This design comes from an exercise in tuning for small area on the open sky130 flow, not from production work.
No functional check of the RTL was part of any run shown here.
Power is estimated from default activity; no workload was simulated.

<file path="flow/flow/run.sh">
#!/bin/bash
set -euo pipefail
bash standard.sh "BUFFER_PORTS_ARGS=-buffer_cell sky130_fd_sc_hd__buf_1" finish > standard_flow.log 2>&1
</file>
<file path="flow/standard.sh">
#!/bin/bash
# synth_recipe.tcl (not shown) runs the flow's synth.tcl, then flattens the netlist and writes it again
# the make line also repeats each setting of config.mk as NAME=value (left out here)
make -C /OpenROAD-flow-scripts/flow DESIGN_CONFIG=/design/flow/config.mk WORK_HOME=/design/flow/orfs CLKGATE_MAP_FILE= SYNTH_SCRIPT=/design/flow/synth_recipe.tcl "${@:-finish}"
</file>
<file path="flow/config.mk">
export PLATFORM = sky130hd
export DESIGN_NAME = tape_decoder
export DESIGN_NICKNAME = tape_decoder
export VERILOG_FILES = /design/flow/design.v
export SDC_FILE = /design/flow/constraint.sdc
export NUM_CORES = 4
export LEC_CHECK = 0
export CAP_MARGIN = 20
export CORE_MARGIN = 2
export CORE_UTILIZATION = 40
export SLEW_MARGIN = 20
</file>
<file path="flow/constraint.sdc">
create_clock -name core_clock -period 10.0 [get_ports {clk}]
set_input_delay 2.0000 -clock core_clock [delete_from_list [all_inputs] [get_ports {clk}]]
set_output_delay 2.0000 -clock core_clock [all_outputs]
set_load 0.01 [all_outputs]
</file>
<file path="flow/design.v">
module tape_decoder (
    input  wire        clk,
    input  wire        rst,           
    input  wire        cfg_we,
    input  wire [1:0]  cfg_sel,       
    input  wire [31:0] cfg_data,
    input  wire        s_valid,
    input  wire [15:0] s_data,
    output wire        s_ready,
    input  wire        ev_ack,
    output reg  [1:0]  ev_pending,    
    output wire        fault,
    output wire [3:0]  fault_code,
    output reg  [3:0]  seq_len,
    output reg         byte_valid,
    output wire [7:0]  byte_data,
    output reg  [3:0]  byte_field,    
    output reg         blk_done,
    output wire [1:0]  blk_type,      
    output wire [7:0]  blk_len,
    output wire [63:0] name,          
    output wire [7:0]  ftype,
    output wire [7:0]  ascii,
    output wire [7:0]  gap,
    output wire [15:0] start_addr,
    output wire [15:0] load_addr
);
    localparam [3:0] S_SYNC  = 4'd0,
                     S_TYPE  = 4'd1,
                     S_LEN   = 4'd2,
                     S_NAME  = 4'd3,
                     S_FTYPE = 4'd4,
                     S_ASCII = 4'd5,
                     S_GAP   = 4'd6,
                     S_START = 4'd7,
                     S_LOAD  = 4'd8,
                     S_DATA  = 4'd9,
                     S_CKSUM = 4'd10,
                     S_LEAD  = 4'd11;
    localparam [1:0] BT_NAME = 2'd0, BT_DATA = 2'd1, BT_EOF = 2'd2;
    reg [31:0] one_lo, one_hi, zero_lo, zero_hi;
    reg [31:0] clen;          
    reg        prev_nn;
    reg [3:0]   state;
    reg [7:0]   shift;
    reg [2:0]   bitcnt;
    reg [1:0]   btype;
    reg [7:0]   len;
    reg [7:0]   ck;
    reg [7:0]   cnt;          
    reg [1:0]   fc;           
    reg [119:0] rec;
    assign fault      = fc[1] | fc[0];
    assign fault_code = {2'b00, fc};
    assign s_ready    = !fault && (ev_pending == 2'd0);
    assign byte_data  = shift;
    assign blk_type   = btype;
    assign blk_len    = len;
    assign name       = rec[63:0];
    assign ftype      = rec[71:64];
    assign ascii      = rec[79:72];
    assign gap        = rec[87:80];
    assign start_addr = {rec[95:88],   rec[103:96]};
    assign load_addr  = {rec[111:104], rec[119:112]};
    wire push     = s_valid && s_ready && !rst;
    wire neg      = s_data[15];
    wire crossing = prev_nn && neg;
    function automatic le32(input [31:0] a, input [31:0] b);
        integer k;
        reg r;
        begin
            r = 1'b1;
            for (k = 0; k < 32; k = k + 1)
                r = (~a[k] & b[k]) | (~(a[k] ^ b[k]) & r);
            le32 = r;
        end
    endfunction
    wire is_one  = le32(one_lo, clen)  && le32(clen, one_hi);
    wire is_zero = le32(zero_lo, clen) && le32(clen, zero_hi);
    wire bit_ok  = is_one || is_zero;
    wire       bit_in   = push && crossing && bit_ok;
    wire [7:0] shift_in = {is_one, shift[7:1]};
    wire sync_hit = (shift_in[7:2] == 6'b001111) && (bitcnt >= 3'd5) &&
                    (bitcnt < 3'd6 || !shift_in[1]) &&
                    (bitcnt < 3'd7 || !shift_in[0]);
    wire in_sync   = (state == S_SYNC);
    wire byte_done = bit_in && !in_sync && (bitcnt == 3'd7);
    always @(posedge clk) begin
        if (rst) begin
            if (!cfg_we || cfg_sel == 2'd0) one_lo  <= cfg_we ? cfg_data : 32'd18;
            if (!cfg_we || cfg_sel == 2'd1) one_hi  <= cfg_we ? cfg_data : 32'd31;
            if (!cfg_we || cfg_sel == 2'd2) zero_lo <= cfg_we ? cfg_data : 32'd31;
            if (!cfg_we || cfg_sel == 2'd3) zero_hi <= cfg_we ? cfg_data : 32'hFFFF_FFFF;
        end
    end
    always @(posedge clk) begin
        if (rst) begin
            clen    <= 32'd0;
            prev_nn <= 1'b0;
        end else if (push) begin
            prev_nn <= !neg;
            clen    <= crossing ? 32'd1 : clen + 32'd1;
        end
    end
    always @(posedge clk) begin
        if (bit_in) begin
            shift <= shift_in;
            if (state != S_LEAD)
                rec <= {shift[0], rec[119:1]};
        end
    end
    always @(posedge clk) begin
        if (rst)
            bitcnt <= 3'd0;
        else if (bit_in) begin
            if (in_sync)
                bitcnt <= sync_hit ? 3'd0 : (bitcnt == 3'd7 ? 3'd7 : bitcnt + 3'd1);
            else
                bitcnt <= bitcnt + 3'd1;
        end
    end
    always @(posedge clk) begin
        byte_valid <= byte_done;
        blk_done   <= 1'b0;
        if (rst) begin
            state      <= S_SYNC;
            seq_len    <= 4'd0;
            ev_pending <= 2'd0;
            fc         <= 2'd0;
        end else begin
            if (ev_ack && ev_pending != 2'd0) begin
                if (ev_pending[1])
                    seq_len <= 4'd0;
                ev_pending <= 2'd0;
            end
            if (bit_in && in_sync && sync_hit)
                state <= S_TYPE;
            if (byte_done) begin
                byte_field <= state;
                if (state >= S_LEN && state <= S_DATA)
                    cnt <= (state == S_LEN) ? shift_in : cnt - 8'd1;
                ck <= ((state == S_TYPE) ? 8'd0 : ck) + shift_in;
                case (state)
                    S_TYPE: begin
                        btype <= (shift_in == 8'h00) ? BT_NAME :
                                 (shift_in == 8'h01) ? BT_DATA : BT_EOF;
                        if (shift_in == 8'h00 || shift_in == 8'h01 || shift_in == 8'hFF)
                            state <= S_LEN;
                        else
                            state <= S_SYNC;
                    end
                    S_LEN: begin
                        len <= {shift_in[7:2], shift_in[1] & (btype != BT_NAME), shift_in[0]};
                        if ((btype == BT_NAME && shift_in != 8'd15) ||
                            (btype == BT_EOF  && shift_in != 8'd0))
                            state <= S_SYNC;
                        else if (btype == BT_NAME)
                            state <= S_NAME;
                        else if (shift_in == 8'd0)
                            state <= S_CKSUM;
                        else
                            state <= S_DATA;
                    end
                    S_NAME:  if (cnt[2:0] == 3'd0) state <= S_FTYPE;
                    S_FTYPE: state <= S_ASCII;
                    S_ASCII: state <= S_GAP;
                    S_GAP:   state <= S_START;
                    S_START: if (cnt[0]) state <= S_LOAD;
                    S_LOAD:  if (cnt[0]) state <= S_CKSUM;
                    S_DATA:  if (cnt == 8'd1) state <= S_CKSUM;
                    S_CKSUM: begin
                        if (shift_in != ck)
                            fc[0] <= 1'b1;
                        else
                            state <= S_LEAD;
                    end
                    default: begin   
                        if (seq_len[3]) begin
                            fc[1] <= 1'b1;
                        end else begin
                            seq_len  <= seq_len + 4'd1;
                            blk_done <= 1'b1;
                            ev_pending <= (btype == BT_NAME) ? 2'd1 :
                                          (btype == BT_EOF)  ? 2'd2 : 2'd0;
                            state <= S_SYNC;
                        end
                    end
                endcase
            end
        end
    end
endmodule
</file>
==> flow_summary.ini, run 1 <==
[worst_setup_path]
start_kind = flip-flop
required_ps = 10150
critical_path.slowest_cell = buf_4
critical_path.cell_chain = inv_1, ha_1, a21o_1, a31oi_1, o21ai_0, a21oi_1, o31ai_1, a22oi_2, nor2_1, o21a_4, buf_4
bufs_and_invs_on_worst_path = 2
worst_path_largest_cell_delay_ps = 870
kind_of_critical_path = flip-flop to flip-flop
worst-endpoint-arrival_ps = 4680
critical_path.endpoint_type = flip-flop
cell_family_with_most_cp_delay = compound AO/OA/AOI/OAI gates
critPathMaxFanout = 90

[power]
totalPowerFinal_w = 0.00310
power_leakage_nw = 6.53
powerDensity_nw_per_um2 = 170
power.ir.vdd_worst_mv = 0.117

[floorplanning]
dieArea_sq_um = 40400
core_area_sq_um = 38500
dieHeight_um = 201
floorplan.io_pins = 211
floorplan.die.width_um = 201
placementRows = 72
start_util_pct = 40.4

[sta]
hold_viol_final = 0
finalSetupViolations = 0
final_min_period_over_clock_period_pct = 45.3
final_min_period_ps = 4530
fmax_mhz = 221
relSlewSlack_pct = 30.8
hold-worst-slack_ps = 442
maxSlewViolCount = 0
grt_setup_unrepaired = no
clock_skew_ps = 17.7
tightest_slew_ps = 1040
totalNegativeSetupSlack_ps = 0

[placed_design]
routabilityCongestion = 0.895
dpl.cell_count = 1897
hpwl_mm = 25.5
port_buffers = 193

[yosys]
post_synthesis_async_set_or_reset_flop_share_pct = 0
synth_cell_type_count = 69
synth-warning-count = 1
part_of_the_yosys_area_used_for_sequential_elements_pct = 61.7
ys_ff_latch = 336
post_synth_instance_area_sq_um = 15500
syn-mean-instance-area_sq_um = 12.9
syn-instance-count = 1202
ys_top_cells_by_area = edfxtp_1 (55%), ha_1 (11%), dfxtp_1 (6.4%)
synth.largest_area_cell = edfxtp_1
post_synth_edffs = 286
synthDominantCellAreaShare_pct = 55.3
synth_ff_type = edfxtp_1

[routing]
detailedRoute.firstIterationViolations = 552
avgViaCountPerCell = 5.10
wirelength_mm = 35.5
route.detailed.wl_per_inst_um = 18.0
dr_total_vias = 10000
post-route-drc-count = 0
detail_route.first_pass.iterations = 5
ant_nets = 0

[finish]
layout_overhead_on_the_synthesized_area_pct = 17.0
final_cells = 1970
design.final.nets = 1616
utilization_pct = 47.3
ratio_of_cells_with_drive_above_1_in_the_final_layout_pct = 5.72
most-common-layout-cells = edfxtp_1 (286), buf_1 (192), ha_1 (140)
layout_commonest_cell = edfxtp_1

[global_routing]
grt-ovfl-total = 0
first_pass_grt_wire_length_mm = 55.3
gr-usage-all-layers_pct = 17.6
antenna_violations_before_repair = 1
grt_max_degree = 91
grt_pass1_vias = 9898

[clock_network]
clock_tree.buffer_depth = 3
tritoncts = done
cts_hold_buffers = 0
numClockSinks = 336
cts-root-buf = clkbuf_16
clock_insertion_delay_worst_skew_ps = 550
clock_tree.htree_level_count = 2
post_cts_setup_inserts = 0
clk_pin_slew_worst_paths_ps = 60
postcts_resize_cnt = 0
tritoncts.num_buffers = 39

[worst_hold_path]
timing.hold.worst.class = flip-flop to flip-flop

[run]
drv_cap = 0

[outcome]
status = finished clean
worst paths after layout:
kind	startpoint	to	slack, ps	cells after the start
max	clen[2]	rec[50]	5470	11
min	rec[44]	rec[43]	440	0
max reg2reg	clen[2]	rec[50]	5470	11
min reg2reg	rec[44]	rec[43]	440	0
power breakdown:
group | leakage (nW) | switching [W] | internal [W]
registers | 2.77 | 0.0000168 | 0.00156
logic | 3.15 | 0.0000894 | 0.0000555
clock network | 0.609 | 0.000564 | 0.000813
total | 6.53 | 0.000670 | 0.00243
routing by layer:
| layer | wire length (um) | track usage (%) |
|---|---|---|
| met1 | 16100 | 23.5 |
| met3 | 2050 | 3.34 |
| met4 | 1090 | 6.93 |
| met5 | 0 | 0 |
| met2 | 16300 | 28.5 |
logic make-up (layout without fill, tap and decap cells):
family	after synthesis	count (layout)	synth area share (%)
AO/OA/AOI/OAI	202	202	9.10
flip-flops	336	336	61.7
other	1	3	0.0241
buffers and inverters	149	397	3.66
AND/OR/NAND/NOR	321	321	11.2
multiplexers	2	2	0.129
XOR/XNOR	50	50	2.82
adder cells (fa/ha/maj)	141	141	11.4
flip-flops by register name, summed over array words and instances (netlist names), 3 cells and up:
register    count
cnt             8
one_hi         32
len             8
seq_len         4
state           4
zero_lo        32
shift           8
byte_field      4
one_lo         32
bitcnt          3
ck              8
rec           120
zero_hi        32
clen           32
cells in the mapped netlist (all sizes together), types with 25 or more instances:
library cell	n
a21o	34
a21oi	36
and2	63
dfxtp	50
edfxtp	286
ha	140
inv	123
nand2	42
nand2b	47
nand3	28
nor2	64
nor3	25
o21ai	37
xnor2	41
per-stage QoR:
stage / setup slack (ps) / cell area, sq um
finish: 5470 / 18200
floorplan: 3720 / 15500
global route: 5120 / 18200
detailed placement: 5050 / 16900
CTS: 5500 / 18200
global placement: 5080 / 16900
cell type report:
type                    count  area (sq um)
flip-flops and latches    336          9590
diodes                      1          2.50
inverters                 123           462
repair buffers            202           793
clock buffers              47          1030
fillers                  3474         20300
clock inverters            25           210
well taps                 518           648
multi-input cells         718          5450
==> run 2, diff against run 1 <==
--- a/flow/config.mk
+++ b/flow/config.mk
@@ -9,3 +9,4 @@
 export CORE_MARGIN = 2
 export CORE_UTILIZATION = 40
+export CTS_BUF_LIST = sky130_fd_sc_hd__clkbuf_4
 export SLEW_MARGIN = 20
==> run 2 against run 1 <==
Final area is essentially flat. Register-to-register slack got worse by 20 ps. Flip-flop and latch count unchanged. Utilization hardly changed. Largest power group unchanged. Non-clock buffer count is the same. Die area stayed put. Still clean on timing, DRC and antenna. Clock skew rose by 57 ps. Combinational power barely moved. Highest routed layer unchanged. Worst hold slack lost 15 ps. Critical path depth unchanged.
==> flow_summary.ini, run 2 <==
[finish]
ratio_of_cells_with_drive_above_1_in_the_final_layout_pct = 11.3
registers.top_by_ff_count = rec
multi_input_area_sq_um = 5450
final_cells = 2065
most-common-layout-cells = edfxtp_1 (286), buf_1 (192), ha_1 (140)
layout_overhead_on_the_synthesized_area_pct = 17.0
number_of_flip_flops_under_the_largest_register_name = 120
design.final.nets = 1669
layout_commonest_cell = edfxtp_1
register_area_sq_um = 9590
utilization_pct = 47.3
num-fill-cells = 3531

[worst_setup_path]
worstRegToRegCells = 11
worst-endpoint-arrival_ps = 4900
worst_r2r_startpoint = clen[2]
bufs_and_invs_on_worst_path = 2
critPathLaunch = clen[2]
required_ps = 10350
critical_path.endpoint_type = flip-flop
worst_path_largest_cell_delay_ps = 880
kind_of_critical_path = flip-flop to flip-flop
start_kind = flip-flop
cell_family_with_most_cp_delay = compound AO/OA/AOI/OAI gates
ff2ff_setup_slack_ps = 5450
critical_path.cell_chain = inv_1, ha_1, a21o_1, a31oi_1, o21ai_0, a21oi_1, o31ai_1, a22oi_2, nor2_1, o21a_4, buf_4
critPathMaxFanout = 90
reg2reg_to = rec[69]
critical_path.slowest_cell = buf_4

[yosys]
synthDominantCellAreaShare_pct = 55.3
post_synthesis_async_set_or_reset_flop_share_pct = 0
post_synth_instance_area_sq_um = 15500
synth_ff_type = edfxtp_1
synth.largest_area_cell = edfxtp_1
syn-instance-count = 1202
synth.most_common_cell = edfxtp_1
synth-warning-count = 1
part_of_the_yosys_area_used_for_sequential_elements_pct = 61.7
post_synth_edffs = 286
syn-mean-instance-area_sq_um = 12.9
synth_cell_type_count = 69
ys_top_cells_by_area = edfxtp_1 (55%), ha_1 (11%), dfxtp_1 (6.4%)
synthTopCellsByCount = edfxtp_1 (286), ha_1 (140), inv_1 (123)
ys_ff_latch = 336

[clock_network]
clock_tree.htree_level_count = 3
postcts_resize_cnt = 0
tritoncts = done
numClockSinks = 336
post_cts_setup_inserts = 0
clk_pin_slew_worst_paths_ps = 60
tritoncts.num_buffers = 92
cts-root-buf = clkbuf_4
clock_tree.buffer_depth = 3
clock_insertion_delay_worst_skew_ps = 770
cts_hold_buffers = 0

[global_routing]
grt_pass1_vias = 10400
grt_max_degree = 91
grt_most_used_layer = met2
groute.layer.met2.usage_pct = 28.5
antenna_violations_before_repair = 3
global_route_track_usage_on_met1_pct = 23.1
met3_usage_pct = 4.05
first_pass_grt_wire_length_mm = 56.2
gr-usage-all-layers_pct = 17.9
grt-ovfl-total = 0

[sta]
relSlewSlack_pct = 30.5
clock_skew_ps = 74.7
hold-worst-slack_ps = 427
fmax_mhz = 220
finalSetupViolations = 0
maxSlewViolCount = 0
final_min_period_over_clock_period_pct = 45.5
fin_ws_ps = 5450
totalNegativeSetupSlack_ps = 0
hold_viol_final = 0
grt_setup_unrepaired = no
tightest_slew_ps = 1040
final_min_period_ps = 4550

[floorplanning]
floorplan.die.width_um = 201
dieArea_sq_um = 40400
placementRows = 72
floorplan.io_pins = 211
start_util_pct = 40.4
dieHeight_um = 201
core_area_sq_um = 38500

[worst_hold_path]
worst_hold_path.endpoint = rec[92]
timing.hold.worst.class = flip-flop to flip-flop
min_from = rec[93]
hold_path_depth = 0

[power]
powerDensity_nw_per_um2 = 165
power_leakage_nw = 6.65
power.ir.vdd_worst_mv = 0.0684

[routing]
route.detailed.wl_per_inst_um = 17.5
dr_total_vias = 10300
detailedRoute.firstIterationViolations = 614
post-route-drc-count = 0
detail_route.first_pass.iterations = 5
wirelength_mm = 36.1
avgViaCountPerCell = 5.00
ant_nets = 0

[outcome]
status = finished clean

[placed_design]
dpl.cell_count = 1897
routabilityCongestion = 0.895
dpl_worst_slack_ps = 5050
hpwl_mm = 25.5
port_buffers = 193

[run]
drv_cap = 0
## run 2: worst max path at each step
stage | to | cells past startpoint
4_1_cts | rec[69] | 11
3_3_place_gp | rec[63] | 7
2_1_floorplan | rec[0] | 5
5_1_grt | rec[69] | 11
3_5_place_dp | rec[63] | 7
6_report | rec[69] | 11
## run 2: kinds of logic after synthesis
kind of cell	count (synthesis)	synth area share, %
fa+ha+maj	141	11.4
flops	336	61.7
xor+xnor	50	2.82
mux	2	0.129
buf+inv	149	3.66
other cells	1	0.0241
compound gates	202	9.10
simple gates	321	11.2
## run 2: report_power, final
group	internal (W)	switching [W]	leakage, nW
Combinational	0.0000555	0.0000899	3.15
Sequential	0.00156	0.0000169	2.77
Clock	0.000705	0.000582	0.727
Total	0.00232	0.000689	6.65
## run 2: per-layer routing
metal  part of all wire [%]  vias to the layer above
li1                       -                     5020
met1                     46                     4897
met2                     46                      330
met3                    5.5                       77
met4                    3.0                        0
met5                      0                        -
## run 2: stage by stage
stage | area (sq um) | power, W
floorplan | 15500 | 0.00169
global placement | 16900 | 0.00175
detailed placement | 16900 | 0.00175
CTS | 18200 | 0.00306
global route | 18200 | 0.00315
finish | 18200 | 0.00301
## run 2: final cells by class
class | instances | area share (%)
flip-flops and latches | 336 | 52.7
inverters | 123 | 2.54
clock inverters | 29 | 1.20
diodes | 3 | 0.0413
clock buffers | 136 | 5.61
repair buffers | 202 | 4.36
well taps | 518 | 3.56
multi-input cells | 718 | 29.9

port drivers added, routing unchanged:
The results above use ideal ports. As a check the final layouts listed here were re-extracted and re-timed, cells and wires unchanged.
Step 1 sets driving cells, clkbuf_16 on the clock port and buf_2 on the other inputs (assumed; they add their load-dependent delay and slew).
Step 2 adds t to the input delays and takes it off the output delays; t is the mean of the earliest and latest rising clock arrival at the registers after step 1. Input paths then give back, and output paths get back, about the clock's delay inside the block.
Slacks: no drivers / after step 1 / after step 2; pairs: no drivers / after step 1.
run | t (ns) | setup WS [ns] | worst register clock-pin slew, ns | worst slew at a driven data input, ns | pins driven straight from the clock port
run 1 | 0.589 | 5.471 / 5.471 / 5.059 | 0.06 / 0.06 | 0.10 | 1
run 2 | 0.778 | 5.453 / 5.453 / 5.064 | 0.07 / 0.07 | 0.10 | 1
After both steps setup and hold are still met in every run listed. For run 1, which loses most, drivers alone change the setup slack by 0.000 ns; drivers and shift together by -0.412 ns.
